Context: an optimization exercise on an open-source flow, tuned for small area, a short achievable clock period and few clock cycles per item. The choices shown serve that exercise and are no tape-out recipe.
The RTL was checked by simulation tests, not by an equivalence proof against the original design.
Power is estimated from default activity; no workload was simulated.

Setup of v6:
Design crsf_encoder, start of the top module:
module crsf_encoder (
    input  wire         clk,
    input  wire         rst,         
    input  wire         in_valid,
    output wire         in_ready,
    input  wire [255:0] in_ch,       
    output wire         out_valid,
    input  wire         out_ready,
    output wire [207:0] out_frame    
);
    reg         valid;
    reg [175:0] q_reg;       
    reg [31:0]  c_reg;       
    wire [175:0] q_next;
    wire [31:0]  c_next;
    wire [175:0] payload;    
    genvar i;
    generate for (i = 0; i < 16; i = i + 1) begin : ch
        crsf_scale sc (.v(in_ch[16*i +: 16]), .Q(q_next[11*i +: 11]), .c(c_next[2*i +: 2]));
        assign payload[11*i +: 11] = q_reg[11*i +: 11] + {9'd43, c_reg[2*i +: 2]};
    end endgenerate
    assign in_ready = ~valid | out_ready;
    wire   take     = in_valid & in_ready;
    always @(posedge clk) begin
        if (rst)
            valid <= 1'b0;
        else if (take)
            valid <= 1'b1;
        else if (out_ready)
            valid <= 1'b0;
        if (take) begin
            q_reg <= q_next;
            c_reg <= c_next;
        end
    end
    wire [7:0] crc;
    wire s0_1 = payload[10] ^ payload[12] ^ payload[14] ^ payload[20] ^ payload[63] ^ payload[93] ^ payload[97] ^ payload[109] ^ payload[111] ^ payload[119] ^ payload[146];
    wire s0_2 = payload[11] ^ payload[13] ^ payload[19] ^ payload[58] ^ payload[73] ^ payload[94] ^ payload[96] ^ payload[110] ^ payload[118] ^ payload[157] ^ payload[172];
    wire s0_3 = payload[29] ^ payload[41] ^ payload[42] ^ payload[69] ^ payload[70] ^ payload[71] ^ payload[112] ^ payload[140] ^ payload[141] ^ payload[152] ^ payload[153] ^ payload[154];
    wire s0_4 = payload[5] ^ payload[37] ^ payload[59] ^ payload[74] ^ payload[88] ^ payload[95] ^ payload[120] ^ payload[158] ^ payload[173];
    wire s0_5 = payload[35] ^ payload[46] ^ payload[61] ^ payload[66] ^ payload[85] ^ payload[91] ^ payload[129] ^ payload[134] ^ payload[144] ^ payload[165] ^ payload[168];
    wire s0_6 = payload[1] ^ payload[30] ^ payload[43] ^ payload[53] ^ payload[56] ^ payload[78] ^ payload[100] ^ payload[113] ^ payload[136] ^ payload[142] ^ payload[155] ^ payload[161];
  ...
Settings: LEC_CHECK=0, CAP_MARGIN=20, CORE_MARGIN=2, CORE_UTILIZATION=40, CTS_BUF_LIST=sky130_fd_sc_hd__clkbuf_4, SLEW_MARGIN=20; clock period 22.0 ns.
standard.sh (not shown) runs the stock make flow with config.mk's settings and CLKGATE_MAP_FILE= SYNTH_SCRIPT=/design/flow/synth_recipe.tcl, a recipe that flattens the netlist after the stock synthesis.
==> flow/flow/run.sh <==
#!/bin/bash
# Standard ORFS layout (standard.sh) with these changes:
#  - synthesis: no full/half-adder extraction (ADDER_MAP_FILE empty) and
#    an area-oriented abc mapping script (flow/synth.tcl, flow/abc.script);
#  - port buffers are buf_1 cells instead of the default clkdlybuf4s50_1;
#  - repair_timing aims for 12.1 ns of setup slack (SETUP_SLACK_MARGIN),
#    so the resizer shortens the critical paths below the 22 ns period.
# The output of every tool goes to standard.log here.
set -o pipefail
bash standard.sh ADDER_MAP_FILE= SYNTH_SCRIPT=$PWD/flow/synth.tcl \
  "BUFFER_PORTS_ARGS=-buffer_cell sky130_fd_sc_hd__buf_1" SETUP_SLACK_MARGIN=12.1 finish > standard.log 2>&1
==> flow/flow/abc.script <==
strash; dc2; strash; dch -f; amap
==> flow/flow/synth.tcl <==
# synth_recipe.tcl with one change: the technology-mapping abc call runs
# flow/abc.script (area-oriented mapping) instead of ORFS's abc_area or
# abc_speed script. Registers are mapped by dfflibmap before abc and keep
# the standard synthesis's names and cell types.
set my_abc_script [file join [file dirname [file normalize [info script]]] abc.script]
proc synth {args} { yosys synth -nofsm -noshare {*}$args }
proc abc {args} {
  set i [lsearch $args -script]
  if {$i >= 0} { lset args [expr {$i+1}] $::my_abc_script }
  yosys abc {*}$args
}
source $::env(SCRIPTS_DIR)/synth.tcl
# left out here: clear keep_hierarchy, flatten, clean up, hide names made inside functions, write 1_2_yosys.v
Testbench counts of v6, summed over its fixed seeds: cycles 2,056, frames 2,048.
What v7 does differently from v6 at the input level:
-- flow/flow/run.sh --
<<< v6, line 6
#  - repair_timing aims for 12.1 ns of setup slack (SETUP_SLACK_MARGIN),
>>> v7, line 6
#  - repair_timing aims for 11.8 ns of setup slack (SETUP_SLACK_MARGIN),
<<< v6, line 11
  "BUFFER_PORTS_ARGS=-buffer_cell sky130_fd_sc_hd__buf_1" SETUP_SLACK_MARGIN=12.1 finish > standard.log 2>&1
>>> v7, line 11
  "BUFFER_PORTS_ARGS=-buffer_cell sky130_fd_sc_hd__buf_1" SETUP_SLACK_MARGIN=11.8 finish > standard.log 2>&1
Notes after the runs:
- Post-CTS setup buffer count in v7 vs v6: down 6
- The fraction of power spent switching nets of v7 is higher than that of v6.
- Against v6 as the reference, v7 delivers a lower share of post-route cells with drive strength above 1.
- Hold slack essentially unchanged between v7 and v6.
- Going from v6 to v7, met3 layer wire length in the routed design grew by a few percent.
- v7 vs. v6: count of clock buffers in the final design moved down, design area down 4.6%, total power dropped 7.1%, relative contribution of combinational cells to total power now sits lower, maximum clock frequency now smaller.
- Number of levels the H-tree was split into: v7 vs v6, no meaningful difference

[what the ideal ports hide]
Ports are ideal in the flow. The routed layouts listed here were re-timed in OpenROAD.
Step 1 (the two cells are an assumption about what drives the block):
set clk [get_ports {clk}]
set_driving_cell -lib_cell sky130_fd_sc_hd__clkbuf_16 $clk
set_driving_cell -lib_cell sky130_fd_sc_hd__buf_2 [delete_from_list [all_inputs] $clk]
Step 2 times the ports against the registers' clock, not the clock port: input delays grow and output delays shrink by t, the midpoint of the rising clock arrivals with the driver on.
Slacks: no drivers / after step 1 / after step 2; pairs: no drivers / after step 1.
run | shift t [ns] | setup WS [ns] | hold WS [ns] | latest minus earliest clock arrival (ns)
v6 | 0.808 | 12.482 / 12.491 / 11.707 | 0.669 / 0.669 / 0.669 | 0.042 / 0.041
v7 | 0.833 | 12.225 / 12.169 / 11.526 | 0.668 / 0.668 / 0.668 | 0.057 / 0.057
After both steps every run listed still meets setup and hold. The setup slack of v6, which loses most, moves by +0.009 ns with the drivers and by -0.775 ns with both steps.
